This is an optimization exercise on Yosys and OpenROAD, whose aim is small area, not a production implementation.
Function not checked in this run: the RTL went through the layout flow alone.
Power and IR drop assume default switching activity.

$ cat config.mk
export PLATFORM = sky130hd
export DESIGN_NAME = koki_h74
export DESIGN_NICKNAME = koki_h74
export VERILOG_FILES = /design/flow/design.v
export SDC_FILE = /design/flow/constraint.sdc
export NUM_CORES = 4
export LEC_CHECK = 0
export ABC_AREA = 1
export CAP_MARGIN = 20
export CORE_MARGIN = 2
export CORE_UTILIZATION = 35
export GPL_TIMING_DRIVEN = 0
export SLEW_MARGIN = 20
export SYNTH_HIERARCHICAL = 1
export SYNTH_MEMORY_MAX_BITS = 32768
$ cat constraint.sdc
create_clock -name core_clock -period 7.0 [get_ports {clk}]
set_input_delay 1.4000 -clock core_clock [delete_from_list [all_inputs] [get_ports {clk}]]
set_output_delay 1.4000 -clock core_clock [all_outputs]
set_load 0.01 [all_outputs]
$ cat design.v
module koki_core (
    input wire rst,
    input wire cmd_we,
    input wire [31:0] cmd,
    input wire [19:0] m_q,
    input wire grid_q,
    input wire inv_q,
    input wire ill_q,
    output wire [19:0] m_d,
    output wire grid_d,
    output wire inv_d,
    output wire ill_d,
    output wire [35:0] res,
    output wire [1:0] status
);
  wire new_n119, new_n120, new_n121, new_n122, new_n123, new_n124, new_n125, new_n126, new_n127, new_n128, new_n129, new_n130, new_n131, new_n132, new_n133, new_n134, new_n135, new_n136, new_n137, new_n138, new_n139, new_n140, new_n141, new_n142, new_n143, new_n144, new_n145, new_n146, new_n147, new_n148, new_n149, new_n150, new_n151, new_n152, new_n153, new_n154, new_n155, new_n156, new_n157, new_n158, new_n159, new_n160, new_n161, new_n162, new_n163, new_n164, new_n165, new_n166, new_n167, new_n168, new_n169, new_n170, new_n171, new_n172, new_n173, new_n174, new_n175, new_n176, new_n177, new_n178, new_n179, new_n180, new_n181, new_n182, new_n183, new_n184, new_n185, new_n186, new_n187, new_n188, new_n189, new_n190, new_n191, new_n192, new_n193, new_n194, new_n195, new_n196, new_n197, new_n198, new_n199, new_n200, new_n201, new_n202, new_n203, new_n204, new_n205, new_n206, new_n207, new_n208, new_n209, new_n210, new_n211, new_n212, new_n213, new_n214, new_n215, new_n216, new_n217, new_n218, new_n219, new_n220, new_n221, new_n222, new_n223, new_n224, new_n225, new_n226, new_n227, new_n228, new_n229, new_n230, new_n231, new_n232, new_n233, new_n234, new_n235, new_n236, new_n237, new_n238, new_n239, new_n240, new_n241, new_n242, new_n243, new_n244, new_n245, new_n246, new_n247, new_n248, new_n249, new_n250, new_n251, new_n252, new_n253, new_n254, new_n255, new_n256, new_n257, new_n258, new_n259, new_n260, new_n261, new_n262, new_n263, new_n264, new_n265, new_n266, new_n267, new_n268, new_n269, new_n270, new_n271, new_n272, new_n273, new_n274, new_n275, new_n276, new_n277, new_n278, new_n279, new_n280, new_n281, new_n282, new_n283, new_n284, new_n285, new_n286, new_n287, new_n288, new_n289, new_n290, new_n291, new_n292, new_n293, new_n294, new_n295, new_n296, new_n297, new_n298, new_n299, new_n300, new_n301, new_n302, new_n303, new_n304, new_n305, new_n306, new_n307, new_n308, new_n309, new_n310, new_n311, new_n312, new_n313, new_n314, new_n315, new_n316, new_n317, new_n318, new_n319, new_n320, new_n321, new_n322, new_n323, new_n324, new_n325, new_n326, new_n327, new_n328, new_n329, new_n330, new_n331, new_n332, new_n333, new_n334, new_n335, new_n336, new_n337, new_n338, new_n339, new_n340, new_n341, new_n342, new_n343, new_n344, new_n345, new_n346, new_n347, new_n348, new_n349, new_n350, new_n351, new_n352, new_n353, new_n354, new_n355, new_n356, new_n357, new_n358, new_n359, new_n360, new_n361, new_n362, new_n363, new_n364, new_n365, new_n366, new_n367, new_n368, new_n369, new_n370, new_n371, new_n372, new_n373, new_n374, new_n375, new_n376, new_n377, new_n378, new_n379, new_n380, new_n381, new_n382, new_n383, new_n384, new_n385, new_n386, new_n387, new_n388, new_n389, new_n390, new_n391, new_n392, new_n393, new_n394, new_n395, new_n396, new_n397, new_n398, new_n399, new_n400, new_n401, new_n402, new_n403, new_n404, new_n405, new_n406, new_n407, new_n408, new_n409, new_n410, new_n411, new_n412, new_n413, new_n414, new_n415, new_n416, new_n417, new_n418, new_n419, new_n420, new_n421, new_n422, new_n423, new_n424, new_n425, new_n426, new_n427, new_n428, new_n429, new_n430, new_n431, new_n432, new_n433, new_n434, new_n435, new_n436, new_n437, new_n438, new_n439, new_n440, new_n441, new_n442, new_n443, new_n444, new_n445, new_n446, new_n447, new_n448, new_n449, new_n450, new_n451, new_n452, new_n453, new_n454, new_n455, new_n456, new_n457, new_n458, new_n459, new_n460, new_n461, new_n462, new_n463, new_n464, new_n465, new_n466, new_n467, new_n468, new_n469, new_n470, new_n471, new_n472, new_n473, new_n474, new_n475, new_n476, new_n477, new_n478, new_n479, new_n480, new_n481, new_n482, new_n483, new_n484, new_n485, new_n486, new_n487, new_n488, new_n489, new_n490, new_n491, new_n492, new_n493, new_n494, new_n495, new_n496, new_n497, new_n498, new_n499, new_n500, new_n501, new_n502, new_n503, new_n504, new_n505, new_n506, new_n507, new_n508, new_n509, new_n510, new_n511, new_n512, new_n513, new_n514, new_n515, new_n516, new_n517, new_n518, new_n519, new_n520, new_n521, new_n522, new_n523, new_n524, new_n525, new_n526, new_n527, new_n528, new_n530, new_n531, new_n532, new_n533, new_n534, new_n535, new_n536, new_n537, new_n538, new_n539, new_n540, new_n541, new_n542, new_n543, new_n544, new_n545, new_n546, new_n547, new_n548, new_n549, new_n550, new_n551, new_n552, new_n553, new_n554, new_n555, new_n556, new_n558, new_n559, new_n560, new_n561, new_n562, new_n563, new_n564, new_n565, new_n566, new_n567, new_n568, new_n569, new_n570, new_n571, new_n572, new_n573, new_n574, new_n575, new_n576, new_n577, new_n579, new_n580, new_n581, new_n582, new_n583, new_n584, new_n585, new_n586, new_n587, new_n588, new_n589, new_n590, new_n591, new_n592, new_n593, new_n594, new_n595, new_n596, new_n597, new_n599, new_n600, new_n601, new_n602, new_n603, new_n604, new_n605, new_n606, new_n607, new_n608, new_n609, new_n610, new_n611, new_n612, new_n613, new_n615, new_n616, new_n617, new_n618, new_n619, new_n620, new_n621, new_n622, new_n623, new_n624, new_n625, new_n626, new_n627, new_n628, new_n629, new_n630, new_n632, new_n633, new_n634, new_n635, new_n636, new_n637, new_n638, new_n639, new_n640, new_n641, new_n642, new_n643, new_n644, new_n645, new_n646, new_n647, new_n649, new_n650, new_n651, new_n652, new_n653, new_n654, new_n655, new_n656, new_n657, new_n658, new_n660, new_n661, new_n662, new_n663, new_n664, new_n665, new_n666, new_n667, new_n668, new_n669, new_n670, new_n671, new_n672, new_n674, new_n675, new_n676, new_n677, new_n678, new_n679, new_n680, new_n681, new_n682, new_n683, new_n685, new_n686, new_n687, new_n688, new_n689, new_n690, new_n691, new_n692, new_n693, new_n694, new_n696, new_n697, new_n698, new_n699, new_n700, new_n702, new_n703, new_n704, new_n705, new_n707, new_n708, new_n709, new_n710, new_n712, new_n713, new_n714, new_n715, new_n717, new_n718, new_n719, new_n720, new_n722, new_n723, new_n724, new_n725, new_n727, new_n728, new_n729, new_n730, new_n732, new_n733, new_n734, new_n735, new_n737, new_n738, new_n739, new_n741, new_n742, new_n744, new_n745, new_n746, new_n747, new_n748, new_n749, new_n750, new_n751, new_n752, new_n753, new_n754, new_n755, new_n756, new_n757, new_n758, new_n759, new_n760, new_n761, new_n762, new_n763, new_n764, new_n765, new_n766, new_n767, new_n768, new_n769, new_n770, new_n771, new_n772, new_n773, new_n774, new_n776, new_n777, new_n779, new_n780, new_n781, new_n782, new_n783, new_n784, new_n785, new_n786, new_n787, new_n789, new_n790, new_n791, new_n792, new_n793, new_n794, new_n795, new_n796, new_n797, new_n799, new_n800, new_n801, new_n802, new_n803, new_n804, new_n805, new_n806, new_n808, new_n809, new_n810, new_n811, new_n812, new_n813, new_n814, new_n815, new_n816, new_n818, new_n819, new_n820, new_n821, new_n822, new_n823, new_n824, new_n825, new_n826, new_n828, new_n829, new_n830, new_n831, new_n832, new_n833, new_n834, new_n835, new_n837, new_n838, new_n839, new_n840, new_n841, new_n842, new_n844, new_n845, new_n846, new_n847, new_n848, new_n849, new_n851, new_n852, new_n853, new_n854, new_n855, new_n857, new_n858, new_n859, new_n860, new_n861, new_n863, new_n864, new_n866, new_n867, new_n869, new_n870, new_n872, new_n873, new_n875, new_n876, new_n878, new_n879, new_n880, new_n881, new_n882, new_n884, new_n885, new_n886, new_n887, new_n888, new_n889, new_n890, new_n892, new_n893, new_n894, new_n895, new_n896, new_n897, new_n898, new_n900, new_n901, new_n902, new_n903, new_n904, new_n905, new_n906, new_n908, new_n909, new_n910, new_n911, new_n912, new_n913, new_n914, new_n916, new_n918, new_n920, new_n924, new_n928, new_n930, new_n933, new_n935, new_n937, new_n939;
  assign new_n119 = ~cmd[5] & ~cmd[6] ;
  assign new_n120 = ~cmd[4] & ~cmd[7] ;
  assign new_n121 = ~cmd[6] & ~new_n120;
  assign new_n122 = ~cmd[1] & ~cmd[2] ;
  assign new_n123 = cmd[3] & ~new_n122;
  assign new_n124 = ~cmd[0] & ~cmd[2] ;
  assign new_n125 = cmd[4] & ~new_n124;
  assign new_n126 = new_n123 & new_n125;
  assign new_n127 = ~new_n121 & ~new_n126;
  assign new_n128 = cmd[6] & ~cmd[7] ;
  assign new_n129 = cmd[5] & ~new_n128;
  assign new_n130 = ~new_n127 & ~new_n129;
  assign new_n131 = ~cmd[3] & ~cmd[4] ;
  assign new_n132 = cmd[1] & cmd[2] ;
  assign new_n133 = ~new_n122 & ~new_n132;
  assign new_n134 = ~cmd[3] & ~new_n133;
  assign new_n135 = new_n124 & new_n134;
  assign new_n136 = cmd[4] & ~new_n135;
  assign new_n137 = ~new_n131 & ~new_n136;
  assign new_n138 = cmd[6] & ~new_n137;
  assign new_n139 = ~new_n126 & new_n138;
  assign new_n140 = cmd[5] & cmd[7] ;
  assign new_n141 = ~cmd[1] & cmd[5] ;
  assign new_n142 = cmd[2] & ~new_n141;
  assign new_n143 = new_n131 & ~new_n142;
  assign new_n144 = new_n140 & ~new_n143;
  assign new_n145 = ~new_n139 & new_n144;
  assign new_n146 = cmd[7] & ~new_n143;
  assign new_n147 = ~cmd[5] & ~new_n146;
  assign new_n148 = cmd[0] & cmd[2] ;
  assign new_n149 = ~new_n124 & ~new_n148;
  assign new_n150 = ~cmd[1] & new_n149;
  assign new_n151 = cmd[3] & cmd[4] ;
  assign new_n152 = cmd[2] & ~cmd[7] ;
  assign new_n153 = new_n151 & new_n152;
  assign new_n154 = ~new_n150 & new_n153;
  assign new_n155 = ~new_n147 & ~new_n154;
  assign new_n156 = ~new_n145 & new_n155;
  assign new_n157 = ~new_n130 & ~new_n156;
  assign new_n158 = ~cmd[3] & cmd[7] ;
  assign new_n159 = ~cmd[0] & cmd[4] ;
  assign new_n160 = cmd[1] & ~cmd[5] ;
  assign new_n161 = new_n159 & ~new_n160;
  assign new_n162 = ~cmd[2] & cmd[6] ;
  assign new_n163 = ~new_n141 & ~new_n162;
  assign new_n164 = ~new_n161 & new_n163;
  assign new_n165 = cmd[2] & ~cmd[6] ;
  assign new_n166 = cmd[3] & ~cmd[7] ;
  assign new_n167 = ~new_n165 & ~new_n166;
  assign new_n168 = ~new_n164 & new_n167;
  assign new_n169 = ~new_n158 & ~new_n168;
  assign new_n170 = ~cmd[4] & ~new_n169;
  assign new_n171 = new_n157 & new_n170;
  assign new_n172 = cmd[4] & new_n169;
  assign new_n173 = ~new_n157 & new_n172;
  assign new_n174 = ~new_n171 & ~new_n173;
  assign new_n175 = ~cmd[5] & ~cmd[7] ;
  assign new_n176 = ~new_n140 & ~new_n175;
  assign new_n177 = cmd[5] & ~new_n126;
  assign new_n178 = ~new_n131 & new_n177;
  assign new_n179 = ~new_n176 & ~new_n178;
  assign new_n180 = ~cmd[3] & ~cmd[6] ;
  assign new_n181 = ~new_n142 & new_n180;
  assign new_n182 = ~cmd[4] & ~new_n123;
  assign new_n183 = ~cmd[6] & ~new_n182;
  assign new_n184 = ~cmd[7] & new_n183;
  assign new_n185 = ~new_n181 & ~new_n184;
  assign new_n186 = new_n179 & new_n185;
  assign new_n187 = ~cmd[6] & ~new_n154;
  assign new_n188 = ~new_n179 & new_n187;
  assign new_n189 = ~new_n186 & ~new_n188;
  assign new_n190 = new_n174 & ~new_n189;
  assign new_n191 = ~new_n171 & ~new_n190;
  assign new_n192 = new_n119 & ~new_n191;
  assign new_n193 = cmd[7] & ~new_n192;
  assign new_n194 = ~cmd[29] & ~new_n193;
  assign new_n195 = new_n119 & new_n182;
  assign new_n196 = ~cmd[28] & ~cmd[31] ;
  assign new_n197 = cmd[28] & cmd[31] ;
  assign new_n198 = ~new_n196 & ~new_n197;
  assign new_n199 = cmd[7] & ~new_n198;
  assign new_n200 = ~new_n195 & new_n199;
  assign new_n201 = ~new_n194 & ~new_n200;
  assign new_n202 = ~cmd[4] & new_n201;
  assign new_n203 = cmd[4] & ~new_n201;
  assign new_n204 = ~new_n131 & new_n175;
  assign new_n205 = cmd[6] & new_n176;
  assign new_n206 = ~new_n204 & ~new_n205;
  assign new_n207 = new_n191 & new_n206;
  assign new_n208 = ~cmd[6] & new_n176;
  assign new_n209 = ~cmd[4] & cmd[5] ;
  assign new_n210 = cmd[6] & new_n209;
  assign new_n211 = ~new_n208 & ~new_n210;
  assign new_n212 = ~new_n191 & new_n211;
  assign new_n213 = ~new_n207 & ~new_n212;
  assign new_n214 = ~cmd[6] & cmd[7] ;
  assign new_n215 = ~cmd[29] & ~new_n214;
  assign new_n216 = new_n213 & ~new_n215;
  assign new_n217 = cmd[5] & ~new_n214;
  assign new_n218 = ~new_n213 & new_n217;
  assign new_n219 = ~new_n128 & ~new_n218;
  assign new_n220 = ~new_n216 & new_n219;
  assign new_n221 = new_n198 & ~new_n220;
  assign new_n222 = ~new_n131 & ~new_n151;
  assign new_n223 = cmd[1] & new_n148;
  assign new_n224 = ~new_n165 & ~new_n223;
  assign new_n225 = new_n222 & ~new_n224;
  assign new_n226 = ~cmd[4] & ~new_n225;
  assign new_n227 = cmd[5] & ~new_n226;
  assign new_n228 = ~new_n220 & new_n227;
  assign new_n229 = ~cmd[3] & ~new_n223;
  assign new_n230 = cmd[4] & ~new_n229;
  assign new_n231 = cmd[7] & ~new_n230;
  assign new_n232 = cmd[6] & ~new_n231;
  assign new_n233 = new_n195 & new_n231;
  assign new_n234 = cmd[5] & cmd[6] ;
  assign new_n235 = cmd[29] & ~new_n234;
  assign new_n236 = ~new_n233 & new_n235;
  assign new_n237 = ~new_n232 & new_n236;
  assign new_n238 = ~new_n228 & new_n237;
  assign new_n239 = ~new_n221 & ~new_n238;
  assign new_n240 = ~cmd[0] & cmd[7] ;
  assign new_n241 = ~new_n126 & ~new_n240;
  assign new_n242 = ~new_n174 & ~new_n241;
  assign new_n243 = new_n119 & ~new_n161;
  assign new_n244 = cmd[7] & ~new_n243;
  assign new_n245 = cmd[2] & new_n180;
  assign new_n246 = ~new_n182 & ~new_n245;
  assign new_n247 = ~new_n244 & ~new_n246;
  assign new_n248 = ~cmd[2] & ~new_n160;
  assign new_n249 = ~new_n140 & ~new_n248;
  assign new_n250 = cmd[3] & ~cmd[6] ;
  assign new_n251 = ~new_n249 & new_n250;
  assign new_n252 = ~new_n247 & ~new_n251;
  assign new_n253 = ~new_n175 & ~new_n252;
  assign new_n254 = ~new_n242 & new_n253;
  assign new_n255 = ~new_n124 & new_n179;
  assign new_n256 = ~new_n138 & ~new_n255;
  assign new_n257 = ~new_n135 & new_n140;
  assign new_n258 = ~cmd[7] & ~new_n123;
  assign new_n259 = ~new_n225 & ~new_n258;
  assign new_n260 = ~new_n257 & new_n259;
  assign new_n261 = ~new_n256 & new_n260;
  assign new_n262 = ~new_n254 & ~new_n261;
  assign new_n263 = ~cmd[2] & cmd[3] ;
  assign new_n264 = ~new_n134 & ~new_n263;
  assign new_n265 = new_n119 & ~new_n264;
  assign new_n266 = new_n226 & new_n265;
  assign new_n267 = ~cmd[6] & ~new_n177;
  assign new_n268 = ~new_n226 & ~new_n234;
  assign new_n269 = ~new_n267 & new_n268;
  assign new_n270 = ~new_n266 & ~new_n269;
  assign new_n271 = cmd[6] & ~new_n123;
  assign new_n272 = new_n270 & new_n271;
  assign new_n273 = ~new_n262 & new_n272;
  assign new_n274 = ~new_n231 & ~new_n270;
  assign new_n275 = new_n183 & ~new_n209;
  assign new_n276 = ~new_n191 & new_n275;
  assign new_n277 = ~new_n274 & ~new_n276;
  assign new_n278 = ~new_n273 & new_n277;
  assign new_n279 = cmd[29] & ~new_n278;
  assign new_n280 = ~new_n198 & ~new_n279;
  assign new_n281 = ~new_n191 & ~new_n280;
  assign new_n282 = ~new_n213 & ~new_n281;
  assign new_n283 = ~new_n198 & ~new_n282;
  assign new_n284 = cmd[29] & ~new_n283;
  assign new_n285 = ~cmd[5] & ~new_n230;
  assign new_n286 = cmd[7] & cmd[29] ;
  assign new_n287 = ~new_n285 & new_n286;
  assign new_n288 = ~new_n198 & ~new_n287;
  assign new_n289 = ~new_n281 & new_n288;
  assign new_n290 = new_n213 & ~new_n289;
  assign new_n291 = ~new_n284 & ~new_n290;
  assign new_n292 = ~new_n174 & new_n265;
  assign new_n293 = cmd[29] & ~new_n198;
  assign new_n294 = ~new_n262 & new_n293;
  assign new_n295 = ~new_n170 & ~new_n172;
  assign new_n296 = new_n157 & new_n295;
  assign new_n297 = ~cmd[29] & new_n198;
  assign new_n298 = ~new_n157 & ~new_n295;
  assign new_n299 = new_n297 & ~new_n298;
  assign new_n300 = ~new_n296 & new_n299;
  assign new_n301 = ~new_n294 & ~new_n300;
  assign new_n302 = ~new_n292 & ~new_n301;
  assign new_n303 = ~cmd[20] & ~cmd[21] ;
  assign new_n304 = ~cmd[22] & new_n303;
  assign new_n305 = cmd[0] & new_n304;
  assign new_n306 = cmd[20] & ~cmd[21] ;
  assign new_n307 = cmd[4] & new_n306;
  assign new_n308 = cmd[16] & cmd[22] ;
  assign new_n309 = ~new_n307 & ~new_n308;
  assign new_n310 = ~new_n305 & new_n309;
  assign new_n311 = new_n302 & ~new_n310;
  assign new_n312 = ~cmd[29] & ~new_n302;
  assign new_n313 = ~new_n311 & ~new_n312;
  assign new_n314 = ~new_n174 & new_n189;
  assign new_n315 = ~cmd[29] & ~new_n190;
  assign new_n316 = ~new_n314 & new_n315;
  assign new_n317 = ~new_n280 & ~new_n316;
  assign new_n318 = ~new_n313 & ~new_n317;
  assign new_n319 = new_n313 & new_n317;
  assign new_n320 = cmd[20] & cmd[21] ;
  assign new_n321 = cmd[13] & new_n320;
  assign new_n322 = ~cmd[20] & cmd[21] ;
  assign new_n323 = cmd[9] & new_n322;
  assign new_n324 = ~new_n321 & ~new_n323;
  assign new_n325 = cmd[1] & new_n303;
  assign new_n326 = cmd[5] & new_n306;
  assign new_n327 = ~new_n325 & ~new_n326;
  assign new_n328 = new_n324 & new_n327;
  assign new_n329 = ~new_n319 & ~new_n328;
  assign new_n330 = ~new_n318 & ~new_n329;
  assign new_n331 = ~new_n291 & new_n330;
  assign new_n332 = new_n291 & ~new_n330;
  assign new_n333 = ~cmd[2] & ~new_n332;
  assign new_n334 = ~new_n331 & ~new_n333;
  assign new_n335 = ~new_n239 & ~new_n334;
  assign new_n336 = new_n239 & new_n334;
  assign new_n337 = ~cmd[3] & ~new_n336;
  assign new_n338 = ~new_n335 & ~new_n337;
  assign new_n339 = ~new_n203 & ~new_n338;
  assign new_n340 = ~new_n202 & ~new_n339;
  assign new_n341 = ~cmd[29] & ~cmd[31] ;
  assign new_n342 = new_n340 & new_n341;
  assign new_n343 = ~new_n119 & ~new_n340;
  assign new_n344 = ~new_n235 & ~new_n343;
  assign new_n345 = ~new_n342 & new_n344;
  assign new_n346 = cmd[7] & ~new_n345;
  assign new_n347 = cmd[29] & new_n340;
  assign new_n348 = cmd[5] & new_n128;
  assign new_n349 = new_n347 & new_n348;
  assign new_n350 = ~new_n346 & ~new_n349;
  assign new_n351 = ~new_n202 & ~new_n203;
  assign new_n352 = ~new_n338 & new_n351;
  assign new_n353 = cmd[22] & ~new_n303;
  assign new_n354 = ~cmd[28] & ~cmd[29] ;
  assign new_n355 = cmd[28] & cmd[29] ;
  assign new_n356 = ~new_n354 & ~new_n355;
  assign new_n357 = cmd[31] & new_n356;
  assign new_n358 = ~new_n353 & new_n357;
  assign new_n359 = ~new_n351 & ~new_n358;
  assign new_n360 = new_n338 & new_n359;
  assign new_n361 = ~new_n352 & ~new_n360;
  assign new_n362 = ~new_n350 & new_n361;
  assign new_n363 = new_n350 & ~new_n361;
  assign new_n364 = ~new_n362 & ~new_n363;
  assign new_n365 = ~new_n335 & ~new_n336;
  assign new_n366 = cmd[3] & new_n304;
  assign new_n367 = cmd[7] & new_n306;
  assign new_n368 = cmd[19] & cmd[22] ;
  assign new_n369 = ~new_n367 & ~new_n368;
  assign new_n370 = cmd[15] & new_n320;
  assign new_n371 = cmd[11] & new_n322;
  assign new_n372 = ~new_n370 & ~new_n371;
  assign new_n373 = new_n369 & new_n372;
  assign new_n374 = ~new_n366 & new_n373;
  assign new_n375 = new_n365 & ~new_n374;
  assign new_n376 = ~new_n365 & new_n374;
  assign new_n377 = ~new_n375 & ~new_n376;
  assign new_n378 = new_n364 & ~new_n377;
  assign new_n379 = ~new_n364 & new_n377;
  assign new_n380 = ~new_n378 & ~new_n379;
  assign new_n381 = ~new_n331 & ~new_n332;
  assign new_n382 = cmd[2] & new_n304;
  assign new_n383 = cmd[10] & new_n322;
  assign new_n384 = cmd[18] & cmd[22] ;
  assign new_n385 = ~new_n383 & ~new_n384;
  assign new_n386 = cmd[6] & new_n306;
  assign new_n387 = cmd[14] & new_n320;
  assign new_n388 = ~new_n386 & ~new_n387;
  assign new_n389 = new_n385 & new_n388;
  assign new_n390 = ~new_n382 & new_n389;
  assign new_n391 = new_n381 & ~new_n390;
  assign new_n392 = ~new_n381 & new_n390;
  assign new_n393 = ~new_n391 & ~new_n392;
  assign new_n394 = ~new_n318 & ~new_n319;
  assign new_n395 = ~cmd[17] & cmd[22] ;
  assign new_n396 = ~cmd[22] & new_n328;
  assign new_n397 = ~new_n395 & ~new_n396;
  assign new_n398 = new_n394 & ~new_n397;
  assign new_n399 = ~new_n394 & new_n397;
  assign new_n400 = ~new_n398 & ~new_n399;
  assign new_n401 = ~new_n393 & new_n400;
  assign new_n402 = cmd[8] & new_n322;
  assign new_n403 = new_n310 & ~new_n402;
  assign new_n404 = ~new_n302 & new_n403;
  assign new_n405 = ~new_n311 & ~new_n404;
  assign new_n406 = cmd[12] & new_n320;
  assign new_n407 = ~new_n405 & ~new_n406;
  assign new_n408 = ~new_n393 & new_n407;
  assign new_n409 = ~new_n400 & ~new_n408;
  assign new_n410 = ~new_n401 & ~new_n409;
  assign new_n411 = new_n400 & ~new_n407;
  assign new_n412 = new_n393 & ~new_n411;
  assign new_n413 = ~new_n407 & new_n412;
  assign new_n414 = new_n377 & new_n413;
  assign new_n415 = ~new_n410 & ~new_n414;
  assign new_n416 = new_n380 & new_n415;
  assign new_n417 = ~new_n380 & new_n410;
  assign new_n418 = ~new_n350 & new_n414;
  assign new_n419 = ~new_n417 & ~new_n418;
  assign new_n420 = ~new_n416 & new_n419;
  assign new_n421 = ~new_n361 & new_n414;
  assign new_n422 = ~cmd[5] & ~cmd[29] ;
  assign new_n423 = cmd[5] & cmd[29] ;
  assign new_n424 = ~new_n422 & ~new_n423;
  assign new_n425 = new_n340 & ~new_n358;
  assign new_n426 = new_n424 & ~new_n425;
  assign new_n427 = new_n340 & ~new_n424;
  assign new_n428 = ~new_n426 & ~new_n427;
  assign new_n429 = ~new_n421 & new_n428;
  assign new_n430 = ~cmd[6] & ~new_n340;
  assign new_n431 = ~new_n119 & ~new_n234;
  assign new_n432 = cmd[29] & new_n431;
  assign new_n433 = ~new_n430 & new_n432;
  assign new_n434 = cmd[6] & new_n342;
  assign new_n435 = ~new_n235 & ~new_n431;
  assign new_n436 = ~new_n340 & new_n435;
  assign new_n437 = ~new_n434 & ~new_n436;
  assign new_n438 = ~new_n433 & new_n437;
  assign new_n439 = ~new_n429 & new_n438;
  assign new_n440 = new_n428 & ~new_n438;
  assign new_n441 = ~new_n439 & ~new_n440;
  assign new_n442 = new_n420 & ~new_n441;
  assign new_n443 = ~new_n420 & new_n441;
  assign new_n444 = ~new_n442 & ~new_n443;
  assign new_n445 = ~cmd[7] & cmd[29] ;
  assign new_n446 = ~new_n354 & ~new_n445;
  assign new_n447 = cmd[30] & ~new_n446;
  assign new_n448 = new_n119 & new_n120;
  assign new_n449 = cmd[30] & ~new_n448;
  assign new_n450 = ~new_n354 & ~new_n449;
  assign new_n451 = ~cmd[7] & cmd[31] ;
  assign new_n452 = ~new_n450 & ~new_n451;
  assign new_n453 = new_n304 & ~new_n452;
  assign new_n454 = ~new_n447 & ~new_n453;
  assign new_n455 = ~cmd[16] & ~cmd[17] ;
  assign new_n456 = ~cmd[18] & ~cmd[19] ;
  assign new_n457 = new_n455 & new_n456;
  assign new_n458 = ~cmd[12] & ~cmd[13] ;
  assign new_n459 = ~cmd[14] & ~cmd[15] ;
  assign new_n460 = new_n458 & new_n459;
  assign new_n461 = ~cmd[8] & ~cmd[9] ;
  assign new_n462 = ~cmd[10] & ~cmd[11] ;
  assign new_n463 = new_n461 & new_n462;
  assign new_n464 = new_n460 & new_n463;
  assign new_n465 = new_n457 & new_n464;
  assign new_n466 = ~new_n454 & new_n465;
  assign new_n467 = ~new_n358 & ~new_n466;
  assign new_n468 = ~cmd[28] & ~new_n304;
  assign new_n469 = ~cmd[25] & ~cmd[26] ;
  assign new_n470 = ~cmd[27] & new_n469;
  assign new_n471 = cmd[30] & cmd[31] ;
  assign new_n472 = ~cmd[23] & ~cmd[24] ;
  assign new_n473 = ~new_n471 & new_n472;
  assign new_n474 = new_n470 & new_n473;
  assign new_n475 = ~new_n468 & new_n474;
  assign new_n476 = ~new_n467 & new_n475;
  assign new_n477 = cmd_we & new_n476;
  assign new_n478 = ~rst & new_n477;
  assign new_n479 = ~cmd[30] & new_n478;
  assign new_n480 = ~cmd[31] & ~new_n356;
  assign new_n481 = new_n479 & new_n480;
  assign new_n482 = ~new_n444 & new_n481;
  assign new_n483 = new_n356 & new_n479;
  assign new_n484 = ~new_n198 & ~new_n356;
  assign new_n485 = new_n478 & new_n484;
  assign new_n486 = ~new_n483 & ~new_n485;
  assign new_n487 = ~new_n407 & ~new_n486;
  assign new_n488 = ~rst & ~new_n477;
  assign new_n489 = m_q[0] & new_n488;
  assign new_n490 = cmd[30] & new_n478;
  assign new_n491 = new_n355 & new_n490;
  assign new_n492 = ~cmd[22] & new_n306;
  assign new_n493 = ~cmd[0] & ~new_n492;
  assign new_n494 = cmd[0] & new_n492;
  assign new_n495 = ~new_n493 & ~new_n494;
  assign new_n496 = new_n491 & new_n495;
  assign new_n497 = ~new_n489 & ~new_n496;
  assign new_n498 = new_n354 & new_n479;
  assign new_n499 = new_n222 & ~new_n431;
  assign new_n500 = ~new_n222 & new_n431;
  assign new_n501 = ~new_n499 & ~new_n500;
  assign new_n502 = ~cmd[29] & ~new_n501;
  assign new_n503 = ~cmd[22] & ~new_n502;
  assign new_n504 = new_n133 & ~new_n431;
  assign new_n505 = ~new_n133 & new_n431;
  assign new_n506 = ~new_n504 & ~new_n505;
  assign new_n507 = ~cmd[29] & ~new_n506;
  assign new_n508 = ~new_n162 & ~new_n165;
  assign new_n509 = cmd[0] & ~cmd[4] ;
  assign new_n510 = ~new_n159 & ~new_n509;
  assign new_n511 = ~new_n508 & new_n510;
  assign new_n512 = new_n508 & ~new_n510;
  assign new_n513 = ~new_n511 & ~new_n512;
  assign new_n514 = new_n507 & ~new_n513;
  assign new_n515 = ~new_n320 & ~new_n514;
  assign new_n516 = ~new_n503 & ~new_n515;
  assign new_n517 = ~cmd[6] & ~new_n516;
  assign new_n518 = cmd[6] & new_n516;
  assign new_n519 = ~new_n517 & ~new_n518;
  assign new_n520 = new_n498 & new_n519;
  assign new_n521 = new_n356 & new_n490;
  assign new_n522 = new_n503 & new_n513;
  assign new_n523 = ~new_n503 & ~new_n513;
  assign new_n524 = ~new_n522 & ~new_n523;
  assign new_n525 = new_n521 & new_n524;
  assign new_n526 = ~new_n520 & ~new_n525;
  assign new_n527 = new_n497 & new_n526;
  assign new_n528 = ~new_n487 & new_n527;
  assign m_d[0] = new_n482 | ~new_n528;
  assign new_n530 = ~new_n400 & ~new_n486;
  assign new_n531 = new_n407 & new_n481;
  assign new_n532 = new_n507 & new_n513;
  assign new_n533 = ~new_n322 & ~new_n532;
  assign new_n534 = ~new_n503 & ~new_n533;
  assign new_n535 = ~cmd[5] & ~new_n534;
  assign new_n536 = cmd[5] & new_n534;
  assign new_n537 = ~new_n535 & ~new_n536;
  assign new_n538 = new_n498 & new_n537;
  assign new_n539 = m_q[1] & new_n488;
  assign new_n540 = ~new_n538 & ~new_n539;
  assign new_n541 = cmd[28] & ~new_n513;
  assign new_n542 = new_n503 & ~new_n506;
  assign new_n543 = ~new_n503 & new_n506;
  assign new_n544 = ~new_n542 & ~new_n543;
  assign new_n545 = new_n541 & ~new_n544;
  assign new_n546 = ~new_n541 & new_n544;
  assign new_n547 = ~new_n545 & ~new_n546;
  assign new_n548 = new_n521 & new_n547;
  assign new_n549 = ~cmd[22] & new_n322;
  assign new_n550 = ~cmd[1] & ~new_n549;
  assign new_n551 = cmd[1] & new_n549;
  assign new_n552 = ~new_n550 & ~new_n551;
  assign new_n553 = new_n491 & new_n552;
  assign new_n554 = ~new_n548 & ~new_n553;
  assign new_n555 = new_n540 & new_n554;
  assign new_n556 = ~new_n531 & new_n555;
  assign m_d[1] = new_n530 | ~new_n556;
  assign new_n558 = new_n393 & ~new_n486;
  assign new_n559 = ~new_n400 & new_n407;
  assign new_n560 = ~new_n411 & ~new_n559;
  assign new_n561 = new_n481 & ~new_n560;
  assign new_n562 = ~new_n501 & new_n521;
  assign new_n563 = m_q[2] & new_n488;
  assign new_n564 = ~new_n562 & ~new_n563;
  assign new_n565 = new_n503 & ~new_n515;
  assign new_n566 = cmd[2] & ~new_n565;
  assign new_n567 = ~cmd[2] & new_n565;
  assign new_n568 = ~new_n566 & ~new_n567;
  assign new_n569 = new_n491 & ~new_n568;
  assign new_n570 = new_n506 & new_n523;
  assign new_n571 = ~cmd[4] & ~new_n570;
  assign new_n572 = cmd[4] & new_n570;
  assign new_n573 = ~new_n571 & ~new_n572;
  assign new_n574 = new_n498 & new_n573;
  assign new_n575 = ~new_n569 & ~new_n574;
  assign new_n576 = new_n564 & new_n575;
  assign new_n577 = ~new_n561 & new_n576;
  assign m_d[2] = new_n558 | ~new_n577;
  assign new_n579 = new_n377 & ~new_n486;
  assign new_n580 = ~new_n393 & new_n411;
  assign new_n581 = ~new_n412 & ~new_n580;
  assign new_n582 = new_n481 & new_n581;
  assign new_n583 = cmd[28] & new_n521;
  assign new_n584 = cmd[1] & ~new_n149;
  assign new_n585 = ~new_n150 & ~new_n584;
  assign new_n586 = new_n583 & ~new_n585;
  assign new_n587 = new_n498 & ~new_n568;
  assign new_n588 = m_q[3] & new_n488;
  assign new_n589 = cmd[22] & new_n303;
  assign new_n590 = ~cmd[3] & ~new_n589;
  assign new_n591 = cmd[3] & new_n589;
  assign new_n592 = ~new_n590 & ~new_n591;
  assign new_n593 = new_n491 & new_n592;
  assign new_n594 = ~new_n588 & ~new_n593;
  assign new_n595 = ~new_n587 & new_n594;
  assign new_n596 = ~new_n586 & new_n595;
  assign new_n597 = ~new_n582 & new_n596;
  assign m_d[3] = new_n579 | ~new_n597;
  assign new_n599 = cmd[22] & new_n306;
  assign new_n600 = ~new_n361 & new_n599;
  assign new_n601 = new_n486 & ~new_n491;
  assign new_n602 = new_n361 & ~new_n599;
  assign new_n603 = ~new_n601 & ~new_n602;
  assign new_n604 = ~new_n600 & new_n603;
  assign new_n605 = ~new_n413 & new_n560;
  assign new_n606 = new_n377 & new_n605;
  assign new_n607 = ~new_n377 & ~new_n605;
  assign new_n608 = ~new_n606 & ~new_n607;
  assign new_n609 = new_n481 & ~new_n608;
  assign new_n610 = m_q[4] & new_n488;
  assign new_n611 = cmd[2] & new_n583;
  assign new_n612 = ~new_n610 & ~new_n611;
  assign new_n613 = ~new_n609 & new_n612;
  assign m_d[4] = new_n604 | ~new_n613;
  assign new_n615 = new_n491 & new_n534;
  assign new_n616 = ~new_n601 & ~new_n615;
  assign new_n617 = new_n428 & new_n616;
  assign new_n618 = cmd[1] & new_n583;
  assign new_n619 = m_q[5] & new_n488;
  assign new_n620 = ~new_n618 & ~new_n619;
  assign new_n621 = ~new_n617 & new_n620;
  assign new_n622 = ~new_n377 & new_n413;
  assign new_n623 = ~new_n401 & ~new_n408;
  assign new_n624 = ~new_n622 & new_n623;
  assign new_n625 = new_n361 & new_n624;
  assign new_n626 = ~new_n361 & ~new_n624;
  assign new_n627 = ~new_n625 & ~new_n626;
  assign new_n628 = new_n481 & ~new_n627;
  assign new_n629 = ~new_n428 & new_n615;
  assign new_n630 = ~new_n628 & ~new_n629;
  assign m_d[5] = ~new_n621 | ~new_n630;
  assign new_n632 = ~new_n377 & ~new_n413;
  assign new_n633 = new_n361 & new_n414;
  assign new_n634 = ~new_n632 & ~new_n633;
  assign new_n635 = ~new_n428 & new_n634;
  assign new_n636 = new_n428 & ~new_n634;
  assign new_n637 = ~new_n635 & ~new_n636;
  assign new_n638 = new_n481 & ~new_n637;
  assign new_n639 = new_n491 & new_n516;
  assign new_n640 = new_n438 & new_n639;
  assign new_n641 = ~new_n601 & ~new_n639;
  assign new_n642 = ~new_n438 & new_n641;
  assign new_n643 = cmd[0] & new_n583;
  assign new_n644 = m_q[6] & new_n488;
  assign new_n645 = ~new_n643 & ~new_n644;
  assign new_n646 = ~new_n642 & new_n645;
  assign new_n647 = ~new_n640 & new_n646;
  assign m_d[6] = new_n638 | ~new_n647;
  assign new_n649 = ~cmd[5] & new_n421;
  assign new_n650 = new_n361 & ~new_n414;
  assign new_n651 = ~new_n649 & ~new_n650;
  assign new_n652 = new_n438 & ~new_n651;
  assign new_n653 = ~new_n438 & new_n651;
  assign new_n654 = ~new_n652 & ~new_n653;
  assign new_n655 = new_n481 & new_n654;
  assign new_n656 = m_q[7] & new_n488;
  assign new_n657 = ~new_n350 & ~new_n486;
  assign new_n658 = ~new_n656 & ~new_n657;
  assign m_d[7] = new_n655 | ~new_n658;
  assign new_n660 = ~new_n444 & new_n485;
  assign new_n661 = ~cmd[6] & new_n428;
  assign new_n662 = new_n421 & ~new_n661;
  assign new_n663 = ~new_n429 & ~new_n662;
  assign new_n664 = new_n350 & ~new_n663;
  assign new_n665 = ~new_n350 & new_n663;
  assign new_n666 = ~new_n664 & ~new_n665;
  assign new_n667 = new_n481 & ~new_n666;
  assign new_n668 = m_q[8] & new_n488;
  assign new_n669 = cmd[29] & new_n478;
  assign new_n670 = cmd[8] & new_n669;
  assign new_n671 = ~new_n668 & ~new_n670;
  assign new_n672 = ~new_n667 & new_n671;
  assign m_d[8] = new_n660 | ~new_n672;
  assign new_n674 = ~new_n429 & ~new_n661;
  assign new_n675 = ~new_n420 & new_n674;
  assign new_n676 = new_n420 & ~new_n674;
  assign new_n677 = ~new_n675 & ~new_n676;
  assign new_n678 = new_n481 & new_n677;
  assign new_n679 = new_n407 & new_n485;
  assign new_n680 = cmd[9] & new_n669;
  assign new_n681 = m_q[9] & new_n488;
  assign new_n682 = ~new_n680 & ~new_n681;
  assign new_n683 = ~new_n679 & new_n682;
  assign m_d[9] = new_n678 | ~new_n683;
  assign new_n685 = new_n428 & new_n662;
  assign new_n686 = ~new_n350 & new_n685;
  assign new_n687 = new_n350 & ~new_n685;
  assign new_n688 = ~new_n686 & ~new_n687;
  assign new_n689 = new_n481 & new_n688;
  assign new_n690 = new_n485 & ~new_n560;
  assign new_n691 = cmd[10] & new_n669;
  assign new_n692 = m_q[10] & new_n488;
  assign new_n693 = ~new_n691 & ~new_n692;
  assign new_n694 = ~new_n690 & new_n693;
  assign m_d[10] = new_n689 | ~new_n694;
  assign new_n696 = new_n485 & new_n581;
  assign new_n697 = m_q[11] & new_n488;
  assign new_n698 = cmd[11] & new_n669;
  assign new_n699 = ~new_n697 & ~new_n698;
  assign new_n700 = ~new_n696 & new_n699;
  assign m_d[11] = new_n482 | ~new_n700;
  assign new_n702 = new_n485 & ~new_n608;
  assign new_n703 = m_q[12] & new_n488;
  assign new_n704 = cmd[12] & new_n669;
  assign new_n705 = ~new_n703 & ~new_n704;
  assign m_d[12] = new_n702 | ~new_n705;
  assign new_n707 = new_n485 & ~new_n627;
  assign new_n708 = m_q[13] & new_n488;
  assign new_n709 = cmd[13] & new_n669;
  assign new_n710 = ~new_n708 & ~new_n709;
  assign m_d[13] = new_n707 | ~new_n710;
  assign new_n712 = new_n485 & ~new_n637;
  assign new_n713 = m_q[14] & new_n488;
  assign new_n714 = cmd[14] & new_n669;
  assign new_n715 = ~new_n713 & ~new_n714;
  assign m_d[14] = new_n712 | ~new_n715;
  assign new_n717 = new_n485 & new_n654;
  assign new_n718 = m_q[15] & new_n488;
  assign new_n719 = cmd[15] & new_n669;
  assign new_n720 = ~new_n718 & ~new_n719;
  assign m_d[15] = new_n717 | ~new_n720;
  assign new_n722 = new_n485 & ~new_n666;
  assign new_n723 = m_q[16] & new_n488;
  assign new_n724 = cmd[16] & new_n669;
  assign new_n725 = ~new_n723 & ~new_n724;
  assign m_d[16] = new_n722 | ~new_n725;
  assign new_n727 = new_n485 & new_n677;
  assign new_n728 = cmd[17] & new_n669;
  assign new_n729 = m_q[17] & new_n488;
  assign new_n730 = ~new_n728 & ~new_n729;
  assign m_d[17] = new_n727 | ~new_n730;
  assign new_n732 = new_n485 & new_n688;
  assign new_n733 = m_q[18] & new_n488;
  assign new_n734 = cmd[18] & new_n669;
  assign new_n735 = ~new_n733 & ~new_n734;
  assign m_d[18] = new_n732 | ~new_n735;
  assign new_n737 = cmd[19] & new_n669;
  assign new_n738 = m_q[19] & new_n488;
  assign new_n739 = ~new_n737 & ~new_n738;
  assign m_d[19] = new_n660 | ~new_n739;
  assign new_n741 = cmd[31] & new_n669;
  assign new_n742 = grid_q & new_n488;
  assign grid_d = new_n741 | new_n742;
  assign new_n744 = inv_q & new_n488;
  assign new_n745 = new_n162 & ~new_n176;
  assign new_n746 = new_n165 & new_n217;
  assign new_n747 = ~new_n745 & ~new_n746;
  assign new_n748 = new_n159 & ~new_n747;
  assign new_n749 = new_n448 & ~new_n511;
  assign new_n750 = ~cmd[5] & ~new_n162;
  assign new_n751 = ~cmd[2] & cmd[5] ;
  assign new_n752 = cmd[7] & new_n509;
  assign new_n753 = ~new_n751 & new_n752;
  assign new_n754 = ~new_n750 & new_n753;
  assign new_n755 = ~new_n749 & ~new_n754;
  assign new_n756 = ~new_n748 & new_n755;
  assign new_n757 = ~new_n158 & ~new_n166;
  assign new_n758 = new_n506 & new_n757;
  assign new_n759 = ~new_n756 & ~new_n758;
  assign new_n760 = new_n508 & new_n510;
  assign new_n761 = new_n758 & new_n760;
  assign new_n762 = new_n756 & new_n761;
  assign new_n763 = ~new_n759 & ~new_n762;
  assign new_n764 = ~new_n347 & new_n763;
  assign new_n765 = ~new_n181 & ~new_n506;
  assign new_n766 = ~cmd[30] & new_n341;
  assign new_n767 = ~new_n765 & new_n766;
  assign new_n768 = new_n263 & new_n297;
  assign new_n769 = ~new_n293 & ~new_n768;
  assign new_n770 = cmd[6] & new_n140;
  assign new_n771 = ~new_n769 & new_n770;
  assign new_n772 = ~new_n767 & ~new_n771;
  assign new_n773 = new_n478 & ~new_n772;
  assign new_n774 = ~new_n764 & new_n773;
  assign inv_d = new_n744 | new_n774;
  assign new_n776 = cmd_we & ~new_n476;
  assign new_n777 = ~ill_q & ~new_n776;
  assign ill_d = ~rst & ~new_n777;
  assign new_n779 = grid_q & ~inv_q;
  assign new_n780 = m_q[0] & new_n779;
  assign new_n781 = ~m_q[2] & ~m_q[3] ;
  assign new_n782 = m_q[2] & m_q[3] ;
  assign new_n783 = ~new_n781 & ~new_n782;
  assign new_n784 = new_n780 & new_n783;
  assign new_n785 = grid_q & new_n783;
  assign new_n786 = ~m_q[0] & ~inv_q;
  assign new_n787 = ~new_n785 & new_n786;
  assign res[0] = ~new_n784 & ~new_n787;
  assign new_n789 = ~grid_q & ~inv_q;
  assign new_n790 = ~m_q[1] & new_n789;
  assign new_n791 = ~m_q[4] & ~m_q[7] ;
  assign new_n792 = m_q[4] & m_q[7] ;
  assign new_n793 = ~new_n791 & ~new_n792;
  assign new_n794 = ~m_q[6] & new_n793;
  assign new_n795 = m_q[6] & ~new_n793;
  assign new_n796 = new_n779 & ~new_n795;
  assign new_n797 = ~new_n794 & new_n796;
  assign res[1] = ~new_n790 & ~new_n797;
  assign new_n799 = ~m_q[2] & new_n789;
  assign new_n800 = ~m_q[8] & ~m_q[11] ;
  assign new_n801 = m_q[8] & m_q[11] ;
  assign new_n802 = ~new_n800 & ~new_n801;
  assign new_n803 = ~m_q[10] & new_n802;
  assign new_n804 = m_q[10] & ~new_n802;
  assign new_n805 = new_n779 & ~new_n804;
  assign new_n806 = ~new_n803 & new_n805;
  assign res[2] = ~new_n799 & ~new_n806;
  assign new_n808 = ~m_q[12] & ~m_q[15] ;
  assign new_n809 = m_q[12] & m_q[15] ;
  assign new_n810 = ~new_n808 & ~new_n809;
  assign new_n811 = m_q[14] & new_n779;
  assign new_n812 = new_n810 & new_n811;
  assign new_n813 = ~m_q[14] & new_n779;
  assign new_n814 = ~new_n810 & new_n813;
  assign new_n815 = ~m_q[3] & new_n789;
  assign new_n816 = ~new_n814 & ~new_n815;
  assign res[3] = ~new_n812 & new_n816;
  assign new_n818 = ~m_q[16] & ~m_q[19] ;
  assign new_n819 = m_q[16] & m_q[19] ;
  assign new_n820 = ~new_n818 & ~new_n819;
  assign new_n821 = m_q[18] & new_n779;
  assign new_n822 = new_n820 & new_n821;
  assign new_n823 = ~m_q[18] & new_n779;
  assign new_n824 = ~new_n820 & new_n823;
  assign new_n825 = ~m_q[4] & new_n789;
  assign new_n826 = ~new_n824 & ~new_n825;
  assign res[4] = ~new_n822 & new_n826;
  assign new_n828 = ~m_q[5] & new_n789;
  assign new_n829 = ~m_q[0] & ~m_q[1] ;
  assign new_n830 = m_q[0] & m_q[1] ;
  assign new_n831 = ~new_n829 & ~new_n830;
  assign new_n832 = ~m_q[3] & new_n831;
  assign new_n833 = m_q[3] & ~new_n831;
  assign new_n834 = new_n779 & ~new_n833;
  assign new_n835 = ~new_n832 & new_n834;
  assign res[5] = ~new_n828 & ~new_n835;
  assign new_n837 = m_q[5] & new_n779;
  assign new_n838 = new_n793 & new_n837;
  assign new_n839 = ~m_q[5] & new_n779;
  assign new_n840 = ~new_n793 & new_n839;
  assign new_n841 = ~m_q[6] & new_n789;
  assign new_n842 = ~new_n840 & ~new_n841;
  assign res[6] = ~new_n838 & new_n842;
  assign new_n844 = m_q[9] & new_n779;
  assign new_n845 = new_n802 & new_n844;
  assign new_n846 = ~m_q[9] & new_n779;
  assign new_n847 = ~new_n802 & new_n846;
  assign new_n848 = ~m_q[7] & new_n789;
  assign new_n849 = ~new_n847 & ~new_n848;
  assign res[7] = ~new_n845 & new_n849;
  assign new_n851 = ~m_q[8] & new_n789;
  assign new_n852 = ~m_q[13] & new_n810;
  assign new_n853 = m_q[13] & ~new_n810;
  assign new_n854 = new_n779 & ~new_n853;
  assign new_n855 = ~new_n852 & new_n854;
  assign res[8] = ~new_n851 & ~new_n855;
  assign new_n857 = ~m_q[9] & new_n789;
  assign new_n858 = ~m_q[17] & new_n820;
  assign new_n859 = m_q[17] & ~new_n820;
  assign new_n860 = new_n779 & ~new_n859;
  assign new_n861 = ~new_n858 & new_n860;
  assign res[9] = ~new_n857 & ~new_n861;
  assign new_n863 = ~m_q[3] & new_n779;
  assign new_n864 = ~m_q[10] & new_n789;
  assign res[10] = ~new_n863 & ~new_n864;
  assign new_n866 = ~m_q[7] & new_n779;
  assign new_n867 = ~m_q[11] & new_n789;
  assign res[11] = ~new_n866 & ~new_n867;
  assign new_n869 = ~m_q[11] & new_n779;
  assign new_n870 = ~m_q[12] & new_n789;
  assign res[12] = ~new_n869 & ~new_n870;
  assign new_n872 = ~m_q[15] & new_n779;
  assign new_n873 = ~m_q[13] & new_n789;
  assign res[13] = ~new_n872 & ~new_n873;
  assign new_n875 = ~m_q[19] & new_n779;
  assign new_n876 = ~m_q[14] & new_n789;
  assign res[14] = ~new_n875 & ~new_n876;
  assign new_n878 = ~m_q[15] & new_n789;
  assign new_n879 = ~m_q[2] & new_n831;
  assign new_n880 = m_q[2] & ~new_n831;
  assign new_n881 = new_n779 & ~new_n880;
  assign new_n882 = ~new_n879 & new_n881;
  assign res[15] = ~new_n878 & ~new_n882;
  assign new_n884 = ~m_q[4] & ~m_q[6] ;
  assign new_n885 = m_q[4] & m_q[6] ;
  assign new_n886 = ~new_n884 & ~new_n885;
  assign new_n887 = new_n837 & new_n886;
  assign new_n888 = new_n839 & ~new_n886;
  assign new_n889 = ~m_q[16] & new_n789;
  assign new_n890 = ~new_n888 & ~new_n889;
  assign res[16] = ~new_n887 & new_n890;
  assign new_n892 = ~m_q[8] & ~m_q[10] ;
  assign new_n893 = m_q[8] & m_q[10] ;
  assign new_n894 = ~new_n892 & ~new_n893;
  assign new_n895 = new_n844 & new_n894;
  assign new_n896 = new_n846 & ~new_n894;
  assign new_n897 = ~m_q[17] & new_n789;
  assign new_n898 = ~new_n896 & ~new_n897;
  assign res[17] = ~new_n895 & new_n898;
  assign new_n900 = ~m_q[12] & ~m_q[13] ;
  assign new_n901 = m_q[12] & m_q[13] ;
  assign new_n902 = ~new_n900 & ~new_n901;
  assign new_n903 = new_n811 & new_n902;
  assign new_n904 = new_n813 & ~new_n902;
  assign new_n905 = ~m_q[18] & new_n789;
  assign new_n906 = ~new_n904 & ~new_n905;
  assign res[18] = ~new_n903 & new_n906;
  assign new_n908 = ~m_q[16] & ~m_q[17] ;
  assign new_n909 = m_q[16] & m_q[17] ;
  assign new_n910 = ~new_n908 & ~new_n909;
  assign new_n911 = new_n821 & new_n910;
  assign new_n912 = new_n823 & ~new_n910;
  assign new_n913 = ~m_q[19] & new_n789;
  assign new_n914 = ~new_n912 & ~new_n913;
  assign res[19] = ~new_n911 & new_n914;
  assign new_n916 = m_q[2] & grid_q;
  assign res[20] = inv_q | new_n916;
  assign new_n918 = m_q[6] & grid_q;
  assign res[21] = inv_q | new_n918;
  assign new_n920 = m_q[10] & grid_q;
  assign res[22] = inv_q | new_n920;
  assign res[23] = inv_q | new_n811;
  assign res[24] = inv_q | new_n821;
  assign new_n924 = m_q[1] & grid_q;
  assign res[25] = inv_q | new_n924;
  assign res[26] = inv_q | new_n837;
  assign res[27] = inv_q | new_n844;
  assign new_n928 = m_q[13] & grid_q;
  assign res[28] = inv_q | new_n928;
  assign new_n930 = m_q[17] & grid_q;
  assign res[29] = inv_q | new_n930;
  assign res[30] = inv_q | new_n780;
  assign new_n933 = m_q[4] & grid_q;
  assign res[31] = inv_q | new_n933;
  assign new_n935 = m_q[8] & grid_q;
  assign res[32] = inv_q | new_n935;
  assign new_n937 = m_q[12] & grid_q;
  assign res[33] = inv_q | new_n937;
  assign new_n939 = m_q[16] & grid_q;
  assign res[34] = inv_q | new_n939;
  assign res[35] = inv_q;
  assign status[0] = inv_q;
  assign status[1] = ill_q;
endmodule
module koki_h74 (
    input  wire        clk,
    input  wire        rst,
    input  wire        cmd_we,
    input  wire [31:0] cmd,
    output wire [35:0] res,
    output wire [1:0]  status      
);
    reg  [19:0] m_q;
    reg         grid_q, ill_q;
    reg         ninv_q;                   
    wire        inv_q = ~ninv_q;
    wire [19:0] m_d;
    wire        grid_d, inv_d, ill_d;
    koki_core u_core (
        .rst(rst), .cmd_we(cmd_we), .cmd(cmd),
        .m_q(m_q), .grid_q(grid_q), .inv_q(inv_q), .ill_q(ill_q),
        .m_d(m_d), .grid_d(grid_d), .inv_d(inv_d), .ill_d(ill_d),
        .res(res), .status(status)
    );
    always @(posedge clk) begin
        m_q    <= m_d;
        grid_q <= grid_d;
        ninv_q <= ~inv_d;
        ill_q  <= ill_d;
    end
endmodule
$ cat flow/run.sh
#!/bin/bash
# Own layout flow: the standard layout (standard.sh) with
#  - synthesis by flow/synth.tcl: the standard flow's synthesis script, but ABC maps
#    for area (flow/abc.script) and no adder cells are extracted;
#  - the port buffers that global placement inserts made from buf_1.
# Registers, their names and cell types are those of the standard synthesis.
set -euo pipefail
HERE=$(pwd)
export OWN_ABC_SCRIPT="$HERE/flow/abc.script"
export BUFFER_PORTS_ARGS="-buffer_cell sky130_fd_sc_hd__buf_1"
bash standard.sh SYNTH_SCRIPT="$HERE/flow/synth.tcl" ADDER_MAP_FILE= finish > standard.log 2>&1
$ cat flow/abc.script
strash
dch
map -D 4000 -B 0.1
topo
stime -c
$ cat flow/synth.tcl
# The standard flow's synthesis script (synth_recipe.tcl) with two changes: every abc
# call maps with the area-oriented script flow/abc.script, and the caller
# sets ADDER_MAP_FILE empty so no half/full adder cells are extracted.
proc synth {args} { yosys synth -nofsm -noshare {*}$args }
proc abc {args} {
  set i [lsearch -exact $args -script]
  if { $i >= 0 } {
    set args [lreplace $args [expr {$i + 1}] [expr {$i + 1}] $::env(OWN_ABC_SCRIPT)]
  }
  yosys abc {*}$args
}
source $::env(SCRIPTS_DIR)/synth.tcl
# left out here: clear keep_hierarchy, flatten, clean up, hide names made inside functions, write 1_2_yosys.v
$ cat standard.sh
#!/bin/bash
# synth_recipe.tcl (not shown) runs the flow's synth.tcl, then flattens the netlist and writes it again
# the make line also repeats each setting of config.mk as NAME=value (left out here)
make -C /OpenROAD-flow-scripts/flow DESIGN_CONFIG=/design/flow/config.mk WORK_HOME=/design/flow/orfs CLKGATE_MAP_FILE= SYNTH_SCRIPT=/design/flow/synth_recipe.tcl "${@:-finish}"
==> impl_results.md <==
* Outcome: finished clean
* Max Fclk at 152 MHz
* Die Width at 99.7 um
* Initial Util at 0.364
* Hold Path Class: flip-flop to flip-flop
* Antenna diodes at 0
* Post-synthesis sequential area ratio at 0.144
* Routed wire length at 12,300 um
* CTS tree: built
* Most frequent CP cell: nand2_1
* Required time of the critical path at 7.16 ns
* CTS Hold Bufs at 0
* Worst slew pin tran at 0.903 ns
* Post-layout min period at 6.58 ns
* Power per standard cell area at 132 nW/um^2
* Critical-path top delay cell: or3_2
* Clock net sink count at 23
* GPL Wtd Cong at 0.971
* Post-DP HPWL at 9660 um
* Post-synth EDFFs at 0
* Critical Path End Type: flip-flop
* Asr flop ratio synth at 0
* Final setup viols at 0
* Yosys warns at 7
* CORE AREA at 8810 um^2
* Number of max-cap violations at 0
* Vias in the first global route at 3,885
* Die footprint at 9940 um^2
* Clock latency (worst-skew pair) at 0.27 ns
* Crit Path Class: primary input to flip-flop
* Cell variety after synth at 34
* I/O Pins at 73
* Crit-path max cell delay at 0.41 ns
* Internal reg-to-reg setup slack at 5.54 ns
* Leakage power at 0.00142 uW
* Post-Syn Area per Cell at 5.80 um^2
* DRT iter0 DRCs at 258
* Yosys top cell by area: dfxtp_1
* Wirelength per Cell at 16.5 um
* Seq pwr share at 0.264
* Gr usage total at 0.240
* First drt pass iteration count at 5
* Worst r2r src: ninv_q$_DFF_P_
* Internal cell power at 257 uW
* Die H at 99.7 um
* Synth Net Count at 588
* Total power at 498 uW
* IR drop worst, VDD at 0.0687 mV
* Max-slew violations at 0
* Fill count at 1,001
* Yosys top cell area share at 0.144
* Initial antenna violation count at 0
* Comb pwr share at 0.562
* Reg clk slew, reported paths at 0.09 ns
* Clock root buffer: clkbuf_8
* ANT nets after route at 0
* Cell Rows at 34
* Area growth syn-to-layout at 17.2%
* First-pass GRT wire length at 19,500 um
* Final Hold Slack at 0.486 ns
* HP Start: ill_q$_DFF_P_
* Synth cell count leaders: clkinv_1, nand2_1, nor2_1, o21ai_0, a21oi_1
* Number of port buffers at 72
* Layout cells sized above 1 at 0.0613
* Global route overflow at 0
* Residual DRC at 0
* Final Skew at 0 ns
* Synth top area cells: dfxtp_1, clkinv_1, nand2_1
* Cts bufs inserted at 3
* Final Hold Viols at 0
* Clock tree buffer depth at 2
* Mapped Cells at 553
* Avg Vias per Cell at 5.74
* Crit start category: primary input
* CP Launch Point: cmd[7]
* Yosys reg bits at 23
* Vias at 4,272
* Clock power share at 0.174
* Slew margin rel. at 0.392
* Final #Nets at 672
* Sw Pwr at 241 uW
* Switching portion of total power at 0.484
* Crit share post-route at 0.939
* CP max FO at 14
* Ys flop type: dfxtp_1
* Largest net degree at the start of global routing at 24
* WP data arrival at 6.73 ns
* Htree depth at 1
* Synth Cell Area at 3210 um^2
[layout make-up]
cell class                 count  area [um^2]  area share
inverter                      90          355      0.0945
sequential                    23          460       0.122
buffer                         3         22.5     0.00599
clock buffer                   3         41.3      0.0110
clock inverter                 1         5.00     0.00133
tap                          108          135      0.0359
timing repair buffer          79          339      0.0902
multi-input combinational    437         2400       0.639
[critical path: cells and delay by family]
kind	cells	cell delay [ns]
buf+inv	3	0.71
xor+xnor	1	0.14
compound gates	9	1.81
simple gates	14	2.67
[power by group through the flow]
| stage | Sequential [uW] | Clock (uW) | Combinational, uW |
|---|---|---|---|
| global route | 132 | 90.2 | 308 |
| floorplan | 135 | 0 | 189 |
| detailed placement | 135 | 0 | 267 |
| finish | 132 | 86.5 | 280 |
| global placement | 135 | 0 | 267 |
| CTS | 132 | 85.9 | 269 |
[cell families after synthesis]
logic type | Yosys count | share of synthesized area
xor gates and xnor gates | 35 | 0.0956
and+or+nand+nor | 223 | 0.286
AOI/OAI and AO/OA | 179 | 0.362
DFF | 23 | 0.144
buffers and inverters | 93 | 0.112
[layout by cell type, fill, tap and decap left out, types with 4 or more instances in the layout]
cell type / count
buf_4: 9
xnor2_1: 6
dfxtp_1: 23
buf_1: 65
clkinv_1: 84
a211oi_1: 5
o21ai_0: 47
a21oi_1: 38
nand4_1: 4
nand2_1: 90
nor4_1: 4
xor2_1: 29
a31oi_1: 5
o22ai_1: 5
o221ai_1: 11
nand3_1: 15
a221oi_1: 12
clkbuf_2: 6
o211ai_1: 7
nor2_1: 83
nor3_1: 18
a22oi_1: 29
[modules after synthesis, one instance, submodules excluded]
module	flip-flops and latches	cells
koki_h74	23	25
koki_core	0	528
[worst paths after layout]
kind	to	depth (start not counted)
max	m_q[8]$_DFF_P_	27
max reg2reg	ninv_q$_DFF_P_	4
min reg2reg	ill_q$_DFF_P_	2
min	ill_q$_DFF_P_	2
[metrics by stage]
step / worst slack, ns / instances / utilization / area [um^2] / setup TNS [ns]
finish: 0.425 / 744 / 0.427 / 3760 / 0
global route: -0.0326 / 744 / 0.427 / 3760 / -0.0326
CTS: 0.0446 / 738 / 0.419 / 3690 / 0
detailed placement: -0.878 / 734 / 0.412 / 3630 / -9.56
global placement: -0.782 / 733 / 0.410 / 3610 / -8.00
floorplan: 1.14 / 553 / - / 3210 / 0
[flip-flops by register name, summed over array words and instances (netlist names)]
name    cells
m_q        20
grid_q      1
ill_q       1
ninv_q      1
[timing repair]
item,CTS,global route
endpoints found under the setup margin,14,14
resized for setup,7,17
gates cloned,0,0
setup buffers,0,6
[metal layers]
layer / track usage / part of all wire
met1: 0.317 / 0.44
met2: 0.413 / 0.46
met3: 0.0169 / 0.072
met4: 0.0843 / 0.031
met5: 0 / 0

[static timing again, ports no longer ideal]
The flow's constraints put no driver on any port. The routed layout listed below was extracted and timed again, unchanged, in two steps. Step 1, drivers: a clkbuf_16 drives clk and a buf_2 each remaining input, both assumed. Step 2 adds t to the input delays and takes it off the output delays; t is the mean of the earliest and latest rising clock arrival at the registers after step 1. Input paths then give back, and output paths get back, about the clock's delay inside the block. Slacks: no drivers / after step 1 / after step 2; pairs: no drivers / after step 1.
shift t [ns]: 0.299
slack for setup (ns): 0.425 / 0.432 / 0.132
pins driven straight from the clock port: 1
After both steps setup and hold are still met in this run. For this run, drivers alone change the setup slack by +0.007 ns; drivers and shift together by -0.293 ns.
